From an optimization exercise on the open Yosys and OpenROAD flow, aimed at a short achievable clock period and few clock cycles per item; shortcuts taken in it are not production practice. At most, simulation tests tie the RTL to the original design; equivalence was not proved. Function not checked in runs 2 and 3: the RTL went through the layout flow alone. Power is estimated from default activity; no workload was simulated.

==> flow/design.v, too long to show whole: its modules and the start of the top module <==
// module ook_encoder: 506 lines
// module ook_decoder: 3832 lines
// module fht8v_ook_codec: 34 lines
module fht8v_ook_codec (
  input  wire        clk,
  input  wire        rst,
  input  wire        enc_in_valid,
  output wire        enc_in_ready,
  input  wire [47:0] enc_in_msg,
  output wire        enc_out_valid,
  input  wire        enc_out_ready,
  output wire [7:0]  enc_out_byte,
  output wire        enc_out_last,
  input  wire        dec_in_valid,
  output wire        dec_in_ready,
  input  wire [7:0]  dec_in_byte,
  input  wire        dec_in_last,
  input  wire        dec_in_strict,
  output wire        dec_out_valid,
  input  wire        dec_out_ready,
  output wire [47:0] dec_out_msg,
  output wire [1:0]  dec_out_err
);
  // ...
==> flow/run.sh <==
#!/bin/bash
# synth_recipe.tcl (not shown) runs the flow's synth.tcl, then flattens the netlist and writes it again
# the make line also repeats each setting of config.mk as NAME=value (left out here)
make -C /OpenROAD-flow-scripts/flow DESIGN_CONFIG=/design/flow/config.mk WORK_HOME=/design/flow/orfs CLKGATE_MAP_FILE= SYNTH_SCRIPT=/design/flow/synth_recipe.tcl finish
==> flow/config.mk <==
export PLATFORM = sky130hd
export DESIGN_NAME = fht8v_ook_codec
export DESIGN_NICKNAME = fht8v_ook_codec
export VERILOG_FILES = /design/flow/design.v
export SDC_FILE = /design/flow/constraint.sdc
export NUM_CORES = 4
export LEC_CHECK = 0
export ABC_CLOCK_PERIOD_IN_PS = 2000
export CAP_MARGIN = 20
export CORE_MARGIN = 2
export CORE_UTILIZATION = 65
export SETUP_SLACK_MARGIN = 3.0
export SLEW_MARGIN = 20
export SYNTH_MEMORY_MAX_BITS = 65536
==> flow/constraint.sdc <==
create_clock -name core_clock -period 5.0 [get_ports {clk}]
set_input_delay 1.0000 -clock core_clock [delete_from_list [all_inputs] [get_ports {clk}]]
set_output_delay 1.0000 -clock core_clock [all_outputs]
set_load 0.01 [all_outputs]
==> key figures, run 1 <==
Cells and area
  – Most common cell after layout, fill and taps aside: edfxtp_1
  – Inverters: 64
  – Fillers: 1864

Clocking
  – CTS Root Cell: clkbuf_16
  – Postcts setup bufs: 33
  – H-tree levels: 2

Synthesis
  – EDFF count, synth: 286
  – Yosys warns: 2
  – Leading post-synthesis cells by instance count: edfxtp_1, nand2_1, dfxtp_1
  – Ys flop type: edfxtp_1
  – Mapped Cells: 1827
  – Count leader, synth: edfxtp_1
  – Asr flop ratio synth: 0%

Drt
  – Drt wl/cell: approximately 20 µm
  – Met2 wire length: approximately 25 mm
  – M1 WL: about 19 mm
  – Detail-routed via count per cell: around 6.2
  – DRT iter0 DRCs: 1231

Worst setup path
  – Critical Setup Path Class: flip-flop to flip-flop
  – Critical path arrival: 2.51 ns
  – Data required time of the worst path: 5.38 ns
  – Crit-path slowest cell: edfxtp_1

Power and ir drop
  – Sw Share: 23.1%
  – Sw power: 1980 µW

Timing
  – Unrepaired setup endpoints after global routing: true

GRT
  – Grt met2 use: 48.3%
  – Total track usage: 27.5%

Status
  – Status: timing/DRC/antenna clean

Floorplan
  – Core area: 30600 µm²
Testbench counts, summed over its fixed seeds: cycles 33,878, items 768.
==> module ook_encoder, before the edit <==
module ook_encoder (
  input  wire        clk,
  input  wire        rst,
  input  wire        in_valid,
  output wire        in_ready,
  input  wire [47:0] in_msg,       
  output reg         out_valid,
  input  wire        out_ready,
  output reg  [7:0]  out_byte,
  output reg         out_last
);
  localparam NB = 56;              
  reg        in_rdy;               
  reg [47:0] nmsg;
  assign in_ready = in_rdy;
  reg          act;                
  reg  [3:0]   prem;               
  reg  [NB-1:0] bits;              
  reg  [5:0]   nrem;               
  reg          v1, v2, v3;         
  reg  [2:0]   r;                  
  reg          t;                  
  reg        sv;
  reg  [7:0] sb;
  reg        sl;
  wire space = !sv;
  wire start = space && !act && !in_rdy;
  wire run   = space && act;
  wire inpre = (prem != 4'd0);
  function [NB-1:0] frame_bits(input [47:0] m);
    integer i;
    begin
      frame_bits = {NB{1'b0}};
      for (i = 0; i < 6; i = i + 1)
        frame_bits[NB-1-9*i -: 9] = {m[47-8*i -: 8], ^m[47-8*i -: 8]};
    end
  endfunction
function [13:0] enc_tab(input [8:0] x);
  case (x)
    9'h000: enc_tab = 14'h0003;
    9'h001: enc_tab = 14'h0003;
    9'h002: enc_tab = 14'h0003;
    9'h003: enc_tab = 14'h0003;
    9'h004: enc_tab = 14'h3003;
    9'h005: enc_tab = 14'h3003;
    9'h006: enc_tab = 14'h3301;
    9'h007: enc_tab = 14'h3300;
    9'h008: enc_tab = 14'h0003;
    9'h009: enc_tab = 14'h0003;
    9'h00a: enc_tab = 14'h0003;
    9'h00b: enc_tab = 14'h0003;
    9'h00c: enc_tab = 14'h3003;
    9'h00d: enc_tab = 14'h3003;
    9'h00e: enc_tab = 14'h3394;
    9'h00f: enc_tab = 14'h3394;
    9'h010: enc_tab = 14'h0003;
    9'h011: enc_tab = 14'h0003;
    9'h012: enc_tab = 14'h0003;
    9'h013: enc_tab = 14'h0003;
    9'h014: enc_tab = 14'h3807;
    9'h015: enc_tab = 14'h3807;
    9'h016: enc_tab = 14'h38d0;
    9'h017: enc_tab = 14'h38d0;
    9'h018: enc_tab = 14'h0003;
    9'h019: enc_tab = 14'h0003;
    9'h01a: enc_tab = 14'h0003;
    9'h01b: enc_tab = 14'h0003;
    9'h01c: enc_tab = 14'h3807;
    9'h01d: enc_tab = 14'h3807;
    9'h01e: enc_tab = 14'h38e4;
    9'h01f: enc_tab = 14'h38e4;
    9'h020: enc_tab = 14'h0007;
    9'h021: enc_tab = 14'h0007;
    9'h022: enc_tab = 14'h0007;
    9'h023: enc_tab = 14'h0007;
    9'h024: enc_tab = 14'h3003;
    9'h025: enc_tab = 14'h3003;
    9'h026: enc_tab = 14'h3301;
    9'h027: enc_tab = 14'h3300;
    9'h028: enc_tab = 14'h0007;
    9'h029: enc_tab = 14'h0007;
    9'h02a: enc_tab = 14'h0007;
    9'h02b: enc_tab = 14'h0007;
    9'h02c: enc_tab = 14'h3003;
    9'h02d: enc_tab = 14'h3003;
    9'h02e: enc_tab = 14'h3394;
    9'h02f: enc_tab = 14'h3394;
    9'h030: enc_tab = 14'h0007;
    9'h031: enc_tab = 14'h0007;
    9'h032: enc_tab = 14'h0007;
    9'h033: enc_tab = 14'h0007;
    9'h034: enc_tab = 14'h3807;
    9'h035: enc_tab = 14'h3807;
    9'h036: enc_tab = 14'h38d0;
    9'h037: enc_tab = 14'h38d0;
    9'h038: enc_tab = 14'h0007;
    9'h039: enc_tab = 14'h0007;
    9'h03a: enc_tab = 14'h0007;
    9'h03b: enc_tab = 14'h0007;
    9'h03c: enc_tab = 14'h3807;
    9'h03d: enc_tab = 14'h3807;
    9'h03e: enc_tab = 14'h38e4;
    9'h03f: enc_tab = 14'h38e4;
    9'h040: enc_tab = 14'h0003;
    9'h041: enc_tab = 14'h0003;
    9'h042: enc_tab = 14'h0003;
    9'h043: enc_tab = 14'h0003;
    9'h044: enc_tab = 14'h1803;
    9'h045: enc_tab = 14'h1803;
    9'h046: enc_tab = 14'h1988;
    9'h047: enc_tab = 14'h1988;
    9'h048: enc_tab = 14'h0003;
    9'h049: enc_tab = 14'h0003;
    9'h04a: enc_tab = 14'h0003;
    9'h04b: enc_tab = 14'h0003;
    9'h04c: enc_tab = 14'h1803;
    9'h04d: enc_tab = 14'h1803;
    9'h04e: enc_tab = 14'h19dc;
    9'h04f: enc_tab = 14'h19dc;
    9'h050: enc_tab = 14'h0003;
    9'h051: enc_tab = 14'h0003;
    9'h052: enc_tab = 14'h0003;
    9'h053: enc_tab = 14'h0003;
    9'h054: enc_tab = 14'h1c07;
    9'h055: enc_tab = 14'h1c07;
    9'h056: enc_tab = 14'h1c58;
    9'h057: enc_tab = 14'h1c58;
    9'h058: enc_tab = 14'h0003;
    9'h059: enc_tab = 14'h0003;
    9'h05a: enc_tab = 14'h0003;
    9'h05b: enc_tab = 14'h0003;
    9'h05c: enc_tab = 14'h1c07;
    9'h05d: enc_tab = 14'h1c07;
    9'h05e: enc_tab = 14'h1c6c;
    9'h05f: enc_tab = 14'h1c6c;
    9'h060: enc_tab = 14'h0007;
    9'h061: enc_tab = 14'h0007;
    9'h062: enc_tab = 14'h0007;
    9'h063: enc_tab = 14'h0007;
    9'h064: enc_tab = 14'h1803;
    9'h065: enc_tab = 14'h1803;
    9'h066: enc_tab = 14'h1988;
    9'h067: enc_tab = 14'h1988;
    9'h068: enc_tab = 14'h0007;
    9'h069: enc_tab = 14'h0007;
    9'h06a: enc_tab = 14'h0007;
    9'h06b: enc_tab = 14'h0007;
    9'h06c: enc_tab = 14'h1803;
    9'h06d: enc_tab = 14'h1803;
    9'h06e: enc_tab = 14'h19dc;
    9'h06f: enc_tab = 14'h19dc;
    9'h070: enc_tab = 14'h0007;
    9'h071: enc_tab = 14'h0007;
    9'h072: enc_tab = 14'h0007;
    9'h073: enc_tab = 14'h0007;
    9'h074: enc_tab = 14'h1c07;
    9'h075: enc_tab = 14'h1c07;
    9'h076: enc_tab = 14'h1c58;
    9'h077: enc_tab = 14'h1c58;
    9'h078: enc_tab = 14'h0007;
    9'h079: enc_tab = 14'h0007;
    9'h07a: enc_tab = 14'h0007;
    9'h07b: enc_tab = 14'h0007;
    9'h07c: enc_tab = 14'h1c07;
    9'h07d: enc_tab = 14'h1c07;
    9'h07e: enc_tab = 14'h1c6c;
    9'h07f: enc_tab = 14'h1c6c;
    9'h080: enc_tab = 14'h0003;
    9'h081: enc_tab = 14'h0003;
    9'h082: enc_tab = 14'h0003;
    9'h083: enc_tab = 14'h0003;
    9'h084: enc_tab = 14'h0c03;
    9'h085: enc_tab = 14'h0c03;
    9'h086: enc_tab = 14'h0cd0;
    9'h087: enc_tab = 14'h0cd0;
    9'h088: enc_tab = 14'h0003;
    9'h089: enc_tab = 14'h0003;
    9'h08a: enc_tab = 14'h0003;
    9'h08b: enc_tab = 14'h0003;
    9'h08c: enc_tab = 14'h0c03;
    9'h08d: enc_tab = 14'h0c03;
    9'h08e: enc_tab = 14'h0ce4;
    9'h08f: enc_tab = 14'h0ce4;
    9'h090: enc_tab = 14'h0003;
    9'h091: enc_tab = 14'h0003;
    9'h092: enc_tab = 14'h0003;
    9'h093: enc_tab = 14'h0003;
    9'h094: enc_tab = 14'h0e07;
    9'h095: enc_tab = 14'h0e07;
    9'h096: enc_tab = 14'h0e06;
    9'h097: enc_tab = 14'h0e06;
    9'h098: enc_tab = 14'h0003;
    9'h099: enc_tab = 14'h0003;
    9'h09a: enc_tab = 14'h0003;
    9'h09b: enc_tab = 14'h0003;
    9'h09c: enc_tab = 14'h0e07;
    9'h09d: enc_tab = 14'h0e07;
    9'h09e: enc_tab = 14'h0e06;
    9'h09f: enc_tab = 14'h0e06;
    9'h0a0: enc_tab = 14'h0007;
    9'h0a1: enc_tab = 14'h0007;
    9'h0a2: enc_tab = 14'h0007;
    9'h0a3: enc_tab = 14'h0007;
    9'h0a4: enc_tab = 14'h0c03;
    9'h0a5: enc_tab = 14'h0c03;
    9'h0a6: enc_tab = 14'h0cd0;
    9'h0a7: enc_tab = 14'h0cd0;
    9'h0a8: enc_tab = 14'h0007;
    9'h0a9: enc_tab = 14'h0007;
    9'h0aa: enc_tab = 14'h0007;
    9'h0ab: enc_tab = 14'h0007;
    9'h0ac: enc_tab = 14'h0c03;
    9'h0ad: enc_tab = 14'h0c03;
    9'h0ae: enc_tab = 14'h0ce4;
    9'h0af: enc_tab = 14'h0ce4;
    9'h0b0: enc_tab = 14'h0007;
    9'h0b1: enc_tab = 14'h0007;
    9'h0b2: enc_tab = 14'h0007;
    9'h0b3: enc_tab = 14'h0007;
    9'h0b4: enc_tab = 14'h0e07;
    9'h0b5: enc_tab = 14'h0e07;
    9'h0b6: enc_tab = 14'h0e06;
    9'h0b7: enc_tab = 14'h0e06;
    9'h0b8: enc_tab = 14'h0007;
    9'h0b9: enc_tab = 14'h0007;
    9'h0ba: enc_tab = 14'h0007;
    9'h0bb: enc_tab = 14'h0007;
    9'h0bc: enc_tab = 14'h0e07;
    9'h0bd: enc_tab = 14'h0e07;
    9'h0be: enc_tab = 14'h0e06;
    9'h0bf: enc_tab = 14'h0e06;
    9'h0c0: enc_tab = 14'h2003;
    9'h0c1: enc_tab = 14'h2003;
    9'h0c2: enc_tab = 14'h2003;
    9'h0c3: enc_tab = 14'h2003;
    9'h0c4: enc_tab = 14'h2603;
    9'h0c5: enc_tab = 14'h2603;
    9'h0c6: enc_tab = 14'h2658;
    9'h0c7: enc_tab = 14'h2658;
    9'h0c8: enc_tab = 14'h2003;
    9'h0c9: enc_tab = 14'h2003;
    9'h0ca: enc_tab = 14'h2003;
    9'h0cb: enc_tab = 14'h2003;
    9'h0cc: enc_tab = 14'h2603;
    9'h0cd: enc_tab = 14'h2603;
    9'h0ce: enc_tab = 14'h266c;
    9'h0cf: enc_tab = 14'h266c;
    9'h0d0: enc_tab = 14'h2003;
    9'h0d1: enc_tab = 14'h2003;
    9'h0d2: enc_tab = 14'h2003;
    9'h0d3: enc_tab = 14'h2003;
    9'h0d4: enc_tab = 14'h270e;
    9'h0d5: enc_tab = 14'h270e;
    9'h0d6: enc_tab = 14'h270e;
    9'h0d7: enc_tab = 14'h270e;
    9'h0d8: enc_tab = 14'h2003;
    9'h0d9: enc_tab = 14'h2003;
    9'h0da: enc_tab = 14'h2003;
    9'h0db: enc_tab = 14'h2003;
    9'h0dc: enc_tab = 14'h270e;
    9'h0dd: enc_tab = 14'h270e;
    9'h0de: enc_tab = 14'h270e;
    9'h0df: enc_tab = 14'h270e;
    9'h0e0: enc_tab = 14'h0007;
    9'h0e1: enc_tab = 14'h0007;
    9'h0e2: enc_tab = 14'h0007;
    9'h0e3: enc_tab = 14'h0007;
    9'h0e4: enc_tab = 14'h0603;
    9'h0e5: enc_tab = 14'h0603;
    9'h0e6: enc_tab = 14'h0658;
    9'h0e7: enc_tab = 14'h0658;
    9'h0e8: enc_tab = 14'h0007;
    9'h0e9: enc_tab = 14'h0007;
    9'h0ea: enc_tab = 14'h0007;
    9'h0eb: enc_tab = 14'h0007;
    9'h0ec: enc_tab = 14'h0603;
    9'h0ed: enc_tab = 14'h0603;
    9'h0ee: enc_tab = 14'h066c;
    9'h0ef: enc_tab = 14'h066c;
    9'h0f0: enc_tab = 14'h0007;
    9'h0f1: enc_tab = 14'h0007;
    9'h0f2: enc_tab = 14'h0007;
    9'h0f3: enc_tab = 14'h0007;
    9'h0f4: enc_tab = 14'h070e;
    9'h0f5: enc_tab = 14'h070e;
    9'h0f6: enc_tab = 14'h070e;
    9'h0f7: enc_tab = 14'h070e;
    9'h0f8: enc_tab = 14'h0007;
    9'h0f9: enc_tab = 14'h0007;
    9'h0fa: enc_tab = 14'h0007;
    9'h0fb: enc_tab = 14'h0007;
    9'h0fc: enc_tab = 14'h070e;
    9'h0fd: enc_tab = 14'h070e;
    9'h0fe: enc_tab = 14'h070e;
    9'h0ff: enc_tab = 14'h070e;
    9'h100: enc_tab = 14'h3003;
    9'h101: enc_tab = 14'h3003;
    9'h102: enc_tab = 14'h3003;
    9'h103: enc_tab = 14'h3003;
    9'h104: enc_tab = 14'h3303;
    9'h105: enc_tab = 14'h3303;
    9'h106: enc_tab = 14'h3302;
    9'h107: enc_tab = 14'h3302;
    9'h108: enc_tab = 14'h3003;
    9'h109: enc_tab = 14'h3003;
    9'h10a: enc_tab = 14'h3003;
    9'h10b: enc_tab = 14'h3003;
    9'h10c: enc_tab = 14'h3303;
    9'h10d: enc_tab = 14'h3303;
    9'h10e: enc_tab = 14'h3302;
    9'h10f: enc_tab = 14'h3302;
    9'h110: enc_tab = 14'h3003;
    9'h111: enc_tab = 14'h3003;
    9'h112: enc_tab = 14'h3003;
    9'h113: enc_tab = 14'h3003;
    9'h114: enc_tab = 14'h3396;
    9'h115: enc_tab = 14'h3396;
    9'h116: enc_tab = 14'h3396;
    9'h117: enc_tab = 14'h3396;
    9'h118: enc_tab = 14'h3003;
    9'h119: enc_tab = 14'h3003;
    9'h11a: enc_tab = 14'h3003;
    9'h11b: enc_tab = 14'h3003;
    9'h11c: enc_tab = 14'h3396;
    9'h11d: enc_tab = 14'h3396;
    9'h11e: enc_tab = 14'h3396;
    9'h11f: enc_tab = 14'h3396;
    9'h120: enc_tab = 14'h2007;
    9'h121: enc_tab = 14'h2007;
    9'h122: enc_tab = 14'h2007;
    9'h123: enc_tab = 14'h2007;
    9'h124: enc_tab = 14'h2303;
    9'h125: enc_tab = 14'h2303;
    9'h126: enc_tab = 14'h2302;
    9'h127: enc_tab = 14'h2302;
    9'h128: enc_tab = 14'h2007;
    9'h129: enc_tab = 14'h2007;
    9'h12a: enc_tab = 14'h2007;
    9'h12b: enc_tab = 14'h2007;
    9'h12c: enc_tab = 14'h2303;
    9'h12d: enc_tab = 14'h2303;
    9'h12e: enc_tab = 14'h2302;
    9'h12f: enc_tab = 14'h2302;
    9'h130: enc_tab = 14'h2007;
    9'h131: enc_tab = 14'h2007;
    9'h132: enc_tab = 14'h2007;
    9'h133: enc_tab = 14'h2007;
    9'h134: enc_tab = 14'h2396;
    9'h135: enc_tab = 14'h2396;
    9'h136: enc_tab = 14'h2396;
    9'h137: enc_tab = 14'h2396;
    9'h138: enc_tab = 14'h2007;
    9'h139: enc_tab = 14'h2007;
    9'h13a: enc_tab = 14'h2007;
    9'h13b: enc_tab = 14'h2007;
    9'h13c: enc_tab = 14'h2396;
    9'h13d: enc_tab = 14'h2396;
    9'h13e: enc_tab = 14'h2396;
    9'h13f: enc_tab = 14'h2396;
    9'h160: enc_tab = 14'h3007;
    9'h161: enc_tab = 14'h3007;
    9'h162: enc_tab = 14'h3007;
    9'h163: enc_tab = 14'h3007;
    9'h164: enc_tab = 14'h318a;
    9'h165: enc_tab = 14'h318a;
    9'h166: enc_tab = 14'h318a;
    9'h167: enc_tab = 14'h318a;
    9'h168: enc_tab = 14'h3007;
    9'h169: enc_tab = 14'h3007;
    9'h16a: enc_tab = 14'h3007;
    9'h16b: enc_tab = 14'h3007;
    9'h16c: enc_tab = 14'h318a;
    9'h16d: enc_tab = 14'h318a;
    9'h16e: enc_tab = 14'h318a;
    9'h16f: enc_tab = 14'h318a;
    9'h170: enc_tab = 14'h3007;
    9'h171: enc_tab = 14'h3007;
    9'h172: enc_tab = 14'h3007;
    9'h173: enc_tab = 14'h3007;
    9'h174: enc_tab = 14'h31de;
    9'h175: enc_tab = 14'h31de;
    9'h176: enc_tab = 14'h31de;
    9'h177: enc_tab = 14'h31de;
    9'h178: enc_tab = 14'h3007;
    9'h179: enc_tab = 14'h3007;
    9'h17a: enc_tab = 14'h3007;
    9'h17b: enc_tab = 14'h3007;
    9'h17c: enc_tab = 14'h31de;
    9'h17d: enc_tab = 14'h31de;
    9'h17e: enc_tab = 14'h31de;
    9'h17f: enc_tab = 14'h31de;
    9'h1a0: enc_tab = 14'h3807;
    9'h1a1: enc_tab = 14'h3807;
    9'h1a2: enc_tab = 14'h3807;
    9'h1a3: enc_tab = 14'h3807;
    9'h1a4: enc_tab = 14'h38d2;
    9'h1a5: enc_tab = 14'h38d2;
    9'h1a6: enc_tab = 14'h38d2;
    9'h1a7: enc_tab = 14'h38d2;
    9'h1a8: enc_tab = 14'h3807;
    9'h1a9: enc_tab = 14'h3807;
    9'h1aa: enc_tab = 14'h3807;
    9'h1ab: enc_tab = 14'h3807;
    9'h1ac: enc_tab = 14'h38d2;
    9'h1ad: enc_tab = 14'h38d2;
    9'h1ae: enc_tab = 14'h38d2;
    9'h1af: enc_tab = 14'h38d2;
    9'h1b0: enc_tab = 14'h3807;
    9'h1b1: enc_tab = 14'h3807;
    9'h1b2: enc_tab = 14'h3807;
    9'h1b3: enc_tab = 14'h3807;
    9'h1b4: enc_tab = 14'h38e6;
    9'h1b5: enc_tab = 14'h38e6;
    9'h1b6: enc_tab = 14'h38e6;
    9'h1b7: enc_tab = 14'h38e6;
    9'h1b8: enc_tab = 14'h3807;
    9'h1b9: enc_tab = 14'h3807;
    9'h1ba: enc_tab = 14'h3807;
    9'h1bb: enc_tab = 14'h3807;
    9'h1bc: enc_tab = 14'h38e6;
    9'h1bd: enc_tab = 14'h38e6;
    9'h1be: enc_tab = 14'h38e6;
    9'h1bf: enc_tab = 14'h38e6;
    default: enc_tab = 14'h0000;
  endcase
endfunction
  wire       b1 = bits[NB-1], b2 = bits[NB-2];
  wire [13:0] et = enc_tab({r, t, b1, b2, v1, v2, v3});
  wire [7:0] ebyte = et[13:6];
  wire [2:0] r_n   = et[5:3];
  wire       t_n   = et[2];
  wire       one   = et[1];
  wire       elast = et[0];
  wire       push  = start || run;
  wire [7:0] pbyte = start ? 8'hAA : inpre ? (prem[3] || prem == 4'd7 ? 8'hAA : 8'hCC) : ebyte;
  wire       plast = !start && !inpre && elast;
  always @(posedge clk) begin
    if (in_rdy)
      nmsg <= in_msg;
    if (rst) begin
      in_rdy <= 1'b1;
      act    <= 1'b0;
    end else begin
      if (start)
        in_rdy <= 1'b1;
      else if (in_valid && in_rdy)
        in_rdy <= 1'b0;
      if (start) begin
        act  <= 1'b1;
        prem <= 4'd9;
        bits <= frame_bits(nmsg);
        nrem <= NB;
        v1   <= 1'b1;
        v2   <= 1'b1;
        v3   <= 1'b1;
        r    <= 3'd6;
        t    <= 1'b1;
      end else if (run) begin
        if (inpre)
          prem <= prem - 4'd1;
        else begin
          r <= r_n;
          t <= t_n;
          if (one) begin
            bits <= {bits[NB-2:0], 1'b0};
            nrem <= nrem - 6'd1;
            v1   <= (nrem >= 6'd2);
            v2   <= (nrem >= 6'd3);
            v3   <= (nrem >= 6'd4);
          end else begin
            bits <= {bits[NB-3:0], 2'b0};
            nrem <= nrem - 6'd2;
            v1   <= (nrem >= 6'd3);
            v2   <= (nrem >= 6'd4);
            v3   <= (nrem >= 6'd5);
          end
          if (elast)
            act <= 1'b0;
        end
      end
    end
  end
  always @(posedge clk) begin
    if (rst) begin
      out_valid <= 1'b0;
      out_byte  <= 8'd0;
      out_last  <= 1'b0;
      sv        <= 1'b0;
    end else if (!out_valid || out_ready) begin
      if (sv) begin
        out_valid <= 1'b1;
        out_byte  <= sb;
        out_last  <= sl;
        sv        <= 1'b0;
      end else begin
        out_valid <= push;
        out_byte  <= pbyte;
        out_last  <= plast;
      end
    end else if (push) begin
      sv <= 1'b1;
      sb <= pbyte;
      sl <= plast;
    end
  end
endmodule
==> run 2, diff against run 1 <==
--- a/flow/design.v
+++ b/flow/design.v
@@ -478,18 +478,16 @@
             act <= 1'b0;
         end
       end
     end
   end
   always @(posedge clk) begin
     if (rst) begin
       out_valid <= 1'b0;
-      out_byte  <= 8'd0;
-      out_last  <= 1'b0;
       sv        <= 1'b0;
     end else if (!out_valid || out_ready) begin
       if (sv) begin
         out_valid <= 1'b1;
         out_byte  <= sb;
         out_last  <= sl;
         sv        <= 1'b0;
       end else begin
@@ -513,17 +511,17 @@
   input  wire        in_last,
   input  wire        in_strict,
   output wire        res_valid,
   input  wire        res_ready,
   output wire [47:0] res_msg,      
   output wire [1:0]  res_err       
 );
   localparam E_OK = 2'd0, E_FRAMING = 2'd1, E_TRUNC = 2'd2, E_PARITY = 2'd3;
-  localparam QN = 2;               
+  localparam QN = 3;               
   localparam RCAP = QN + 1;
 function [8:0] dec_tab0(input [8:0] x);
   case (x)
     9'h000: dec_tab0 = 9'h001;
     9'h001: dec_tab0 = 9'h001;
     9'h002: dec_tab0 = 9'h001;
     9'h003: dec_tab0 = 9'h001;
     9'h004: dec_tab0 = 9'h001;
@@ -4166,23 +4164,25 @@
   reg [1:0]  d3e;
   reg [8:0]  pos;                  
   reg [5:0]  nby;                  
   reg        par;
   reg        d4v, d4l, d4q1, d4q2, d4d1, d4d2, d4f1, d4k1, d4f2, d4k2;
   reg [1:0]  d4e;
   reg        done;
   reg [47:0] msg;
+  reg        r6v;
+  reg [1:0]  r6e;
+  reg [47:0] r6m;
   reg        rv;
   reg [47:0] rmsg;
   reg [1:0]  rerr;
   reg [47:0] qmsg [0:QN-1];
   reg [1:0]  qerr [0:QN-1];
-  reg [1:0]  qcnt;
-  reg        wp, rp;
+  reg [1:0]  qcnt, wp, rp;
   reg [2:0]  pend;                 
   assign res_valid = rv;
   assign res_msg   = rmsg;
   assign res_err   = rerr;
   reg s3sy, s3a, s3b, s3q1;
   always @(*) begin
     s3sy = sync; s3a = 1'b0; s3b = 1'b0; s3q1 = d2y1;
     if (sync) begin
@@ -4212,19 +4212,16 @@
   always @(*) begin
     case ({d4d1, d4d2})
       2'b11:   s5msg = {msg[45:0], d4q1, d4q2};
       2'b10:   s5msg = {msg[46:0], d4q1};
       2'b01:   s5msg = {msg[46:0], d4q2};
       default: s5msg = msg;
     endcase
   end
-  wire        r6v = d4v && !done && s5ev;
-  wire [1:0]  r6e = s5code;
-  wire [47:0] r6m = d4k1 ? msg : s5msg;
   wire take_first = in_valid && in_rdy && first;
   wire pop        = rv && res_ready;
   always @(posedge clk) begin
     if (in_rdy) begin
       d0b <= in_byte;
       d0l <= in_last;
       d0s <= in_strict;
     end
@@ -4251,21 +4248,23 @@
     d4q2 <= d3q2;
     d4d1 <= d3a && !pos[8];
     d4d2 <= d3b && !pos[7];
     d4f1 <= f1;
     d4k1 <= k1;
     d4f2 <= f2;
     d4k2 <= k2;
     d4e  <= d3e;
+    r6e <= s5code;
+    r6m <= d4k1 ? msg : s5msg;
     if (rst) begin
       in_rdy <= 1'b1;
       first  <= 1'b1;
       pend   <= 3'd0;
-      d0v <= 1'b0; d1v <= 1'b0; d2v <= 1'b0; d3v <= 1'b0; d4v <= 1'b0;
+      d0v <= 1'b0; d1v <= 1'b0; d2v <= 1'b0; d3v <= 1'b0; d4v <= 1'b0; r6v <= 1'b0;
       cs   <= 3'd0;
       sync <= 1'b0;
       pos  <= 9'd1; nby <= 6'd1; par <= 1'b0;
       done <= 1'b0;
     end else begin
       in_rdy <= (in_rdy && first) ? (pend < RCAP - 1) : (pend < RCAP);
       d0v <= in_valid && in_rdy;
       if (in_valid && in_rdy)
@@ -4273,16 +4272,17 @@
       if (take_first && !pop)
         pend <= pend + 3'd1;
       else if (!take_first && pop)
         pend <= pend - 3'd1;
       d1v <= d0v;
       d2v <= d1v;
       d3v <= d2v;
       d4v <= d3v;
+      r6v <= d4v && !done && s5ev;
       if (d1v)
         cs <= d1l ? 3'd0 : csel[8:6];
       if (d2v)
         sync <= d2l ? 1'b0 : s3sy;
       if (d3v) begin
         if (d3l) begin
           pos <= 9'd1; nby <= 6'd1; par <= 1'b0;
         end else begin
@@ -4308,35 +4308,34 @@
       msg <= s5msg;
   end
   always @(posedge clk) begin
     if (r6v) begin
       qmsg[wp] <= r6m;
       qerr[wp] <= r6e;
     end
     if (rst) begin
-      rv <= 1'b0; qcnt <= 2'd0; wp <= 1'b0; rp <= 1'b0;
-      rmsg <= 48'd0; rerr <= E_OK;
+      rv <= 1'b0; qcnt <= 2'd0; wp <= 2'd0; rp <= 2'd0;
     end else if (!rv || res_ready) begin
       if (qcnt != 2'd0) begin
         rv   <= 1'b1;
         rmsg <= qmsg[rp];
         rerr <= qerr[rp];
-        rp   <= !rp;
+        rp   <= (rp == QN - 1) ? 2'd0 : rp + 2'd1;
         if (r6v)
-          wp <= !wp;
+          wp <= (wp == QN - 1) ? 2'd0 : wp + 2'd1;
         else
           qcnt <= qcnt - 2'd1;
       end else begin
         rv   <= r6v;
         rmsg <= r6m;
         rerr <= r6e;
       end
     end else if (r6v) begin
-      wp   <= !wp;
+      wp   <= (wp == QN - 1) ? 2'd0 : wp + 2'd1;
       qcnt <= qcnt + 2'd1;
     end
   end
 endmodule
 module fht8v_ook_codec (
   input  wire        clk,
   input  wire        rst,
   input  wire        enc_in_valid,
==> flow/config.mk (replaced) <==
export PLATFORM = sky130hd
export DESIGN_NAME = fht8v_ook_codec
export DESIGN_NICKNAME = fht8v_ook_codec
export VERILOG_FILES = /design/flow/design.v
export SDC_FILE = /design/flow/constraint.sdc
export NUM_CORES = 4
export LEC_CHECK = 0
export ABC_CLOCK_PERIOD_IN_PS = 2000
export CAP_MARGIN = 20
export CORE_MARGIN = 2
export CORE_UTILIZATION = 40
export SETUP_SLACK_MARGIN = 3.0
export SLEW_MARGIN = 20
==> key figures, run 2 <==
Status
  – Err: ERROR: TCL interpreter returned an error: Source files actually used in the design:
  – Failed at: synthesis
  – Status: did not finish (was timing/DRC/antenna clean)

Synthesis
  – Yosys warns: 2 (unchanged)
==> run 3, diff against run 2 <==
--- a/flow/config.mk
+++ b/flow/config.mk
@@ -13 +13,2 @@
 export SLEW_MARGIN = 20
+export SYNTH_MEMORY_MAX_BITS = 65536
==> key figures, run 3 <==
Status
  – Status: timing/DRC/antenna clean (was did not finish)

Cells and area
  – Fin cells: 2811
  – Largest registers: u_dec.qmsg (144), u_enc.bits (54)
  – Final nets: 2084
  – Biggest register: u_dec.qmsg
  – Commonest cells after routing, fill and taps aside: edfxtp_1, nand2_1, nor2_1
  – Max reg flops: 144
  – Area growth from synthesis to layout: 21.0%
  – Layout cells sized above 1: 18.9%
  – ANT cells: 0
  – Most common cell after layout, fill and taps aside: edfxtp_1

Worst setup path
  – Data required time of the worst path: 4.00 ns
  – WP buf/inv: 1
  – Critical path's top delay family: flip-flops
  – Critical Setup Path Class: flip-flop to output port
  – CP Cell Sequence: buf_6
  – Setup crit end kind: output port
  – CP Max Fanout: 1
  – Crit-path slowest cell: edfxtp_1
  – Critical path arrival: between 1 and 1.5 ns
  – CP peak stage delay: 0.45 ns
  – Startpoint types: flip-flop

Power and ir drop
  – P per Cell Area: 393 nW/µm²
  – Leakage: just over 0.009 µW
  – Pwr Total: 10900 µW
  – VDD IR max: 0.301 mV

Drt
  – Drt wl/cell: 18.4 µm
  – Drt first pass iters: 5
  – Detail-routed via count per cell: 5.25
  – Vias: 14700
  – Detail Route Antenna Nets: 0
  – Routed WL: 51.7 mm
  – # DRC: 0
  – DRT iter0 DRCs: 1056

Synthesis
  – Leading post-synthesis cells by instance count: edfxtp_1, nand2_1, nor2_1
  – Leading area contributor after synthesis: edfxtp_1
  – EDFF count, synth: 395
  – Asr flop ratio synth: 0%
  – Yosys warns: 2 (unchanged)
  – Largest cells by area after synthesis: edfxtp_1, dfxtp_1, mux2i_1
  – Yosys cell types: 77
  – Sequential fraction of the synthesis area: 66.2%
  – Count leader, synth: edfxtp_1
  – Syn Nets: approximately 1900
  – Ys flop type: edfxtp_1
  – Mapped Cells: approximately 1800
  – Mean Syn Cell Area: 12.6 µm²
  – Post-synth top area share: 51.6%
  – Yosys reg bits: between 500 and 600
  – Post-Syn Area: 23000 µm²

Worst hold path
  – Worst min path class: flip-flop to flip-flop

Flow run
  – Max-Cap Viols: 0

Floorplan
  – IO Count: 127
  – Die height: around 240 µm
  – Core area: 56600 µm²
  – Die width: between 200 and 250 µm
  – Area of the die: 59500 µm²
  – Cell row count: between 80 and 90
  – Initial core utilization: 40.6%

Timing
  – Fmax: approximately 440 MHz
  – TNS Setup: 0 ns
  – Endpoints failing setup: 0
  – Worst-Margin Slew: 0.890 ns
  – Final critical-path share of the clock period: about 45%
  – Tmin final: 2.25 ns
  – Final hold vios: 0
  – Final worst hold slack: 0.330 ns
  – Clock Skew: 0.0399 ns
  – Unrepaired setup endpoints after global routing: true
  – Max-slew violations: 0
  – Slew HR: 40.6%

Clocking
  – Maximum clock path buffer count: 3
  – Worst-Skew Late Latency: 0.64 ns
  – TritonCTS buffer count: 58
  – CTS Root Cell: clkbuf_16
  – H-tree levels: 2
  – CTS tree: done
  – Clock transition at path regs: 0.06 ns
  – Total clock sinks: ~560

Placement
  – Gpl congestion: about 0.84
  – Post-DP HPWL: ~27 mm
  – Placed Instances: 2616
  – # port buffers: approximately 130

GRT
  – Initial antenna violation count: 1
  – Total track usage: between 15 and 20%
  – Total grt overflow: 0
  – Pin count of the biggest net entering global routing: ~60
  – Vias in the first global route: 14400
  – First-pass GRT wire length: around 78 mm
-- run 3: logic make-up (layout without fill, tap and decap cells) --
group,after synthesis,count (layout),share of synthesized area (%)
compound gates,320,320,8.33
xor+xnor,55,55,2.09
fa+ha+maj,15,15,0.838
buf+inv,139,353,2.72
flops,563,563,66.2
mux,218,218,9.92
simple gates,519,531,9.92
-- run 3: layout make-up --
cell class	count	area (µm²)
Clock inverter	25	338
Clock buffer	84	1650
Multi-Input combinational cell	1139	7510
Tap cell	756	946
Timing Repair Buffer	217	2040
Fill cell	5008	28800
Inverter	27	104
Sequential cell	563	15300
-- run 3: where the power goes --
group          internal, µW  switching, µW
sequential             5210            167
combinational           499            622
clock                  2570           1860
total                  8280           2650
-- run 3: worst paths after layout --
check / cells after the start / slack [ns] / from / endpoint
setup / recovery: 1 / 2.75 / u_enc.out_byte[7]$_DFFE_PP_ / enc_out_byte[7]
hold / removal: 0 / 0.33 / u_dec.d3e[0]$_DFF_P_ / u_dec.d4e[0]$_DFF_P_
setup reg to reg: 6 / 2.96 / u_enc.r[0]$_SDFFCE_PP0P_ / u_enc.out_byte[7]$_DFFE_PP_
hold reg to reg: 0 / 0.33 / u_dec.d3e[0]$_DFF_P_ / u_dec.d4e[0]$_DFF_P_
-- run 3: stage by stage --
stage	utilization, %	area, µm²	worst slack [ns]
6_report	49.2	27800	2.75
5_1_grt	49.2	27800	2.70
2_1_floorplan	-	23100	1.72
3_3_place_gp	44.0	24900	2.11
3_5_place_dp	44.0	24900	2.09
4_1_cts	47.9	27100	2.71
-- run 3: repair_timing --
| item | 4_1_cts | 5_1_grt |
|---|---|---|
| cloned | 9 | 16 |
| hold buffers | 0 | 0 |
| buffers inserted | 36 | 25 |
| resized for setup | 291 | 64 |
| pin swaps | 9 | 19 |
| endpoints found under the setup margin | 373 | 287 |
-- run 3: routing by layer --
metal | vias up | track usage [%] | share of wire, %
met2 | 445 | 26.9 | 48
met5 | - | 0 | 0
met1 | 7215 | 22.0 | 45
met4 | 0 | 4.47 | 1.7
met3 | 72 | 3.18 | 5.6
li1 | 7017 | - | -

==> port drivers added, routing unchanged <==
Ports are ideal in the flow. The routed layouts listed here were re-timed in OpenROAD.
Step 1 (the two cells are an assumption about what drives the block):
set clk [get_ports {clk}]
set_driving_cell -lib_cell sky130_fd_sc_hd__clkbuf_16 $clk
set_driving_cell -lib_cell sky130_fd_sc_hd__buf_2 [delete_from_list [all_inputs] $clk]
Step 2 moves the port delays by t, midway between the first and last clock arrival at a register: inputs arrive t later, outputs are due t later. That takes back most of the time a late clock gives input paths.
Three values: no drivers, after step 1, after step 2; two values: the first two.
| run | t (ns) | slack for setup (ns) | hold slack, ns | worst setup path after step 2 |
|---|---|---|---|---|
| run 1 | 0.593 | 2.862 / 2.862 / 2.492 | 0.326 / 0.326 / 0.326 | input to register |
| run 3 | 0.677 | 2.750 / 2.693 / 2.398 | 0.330 / 0.330 / 0.330 | input to register |
After both steps every run listed still meets setup and hold. For run 1, which loses most, drivers alone change the setup slack by 0.000 ns; drivers and shift together by -0.370 ns.
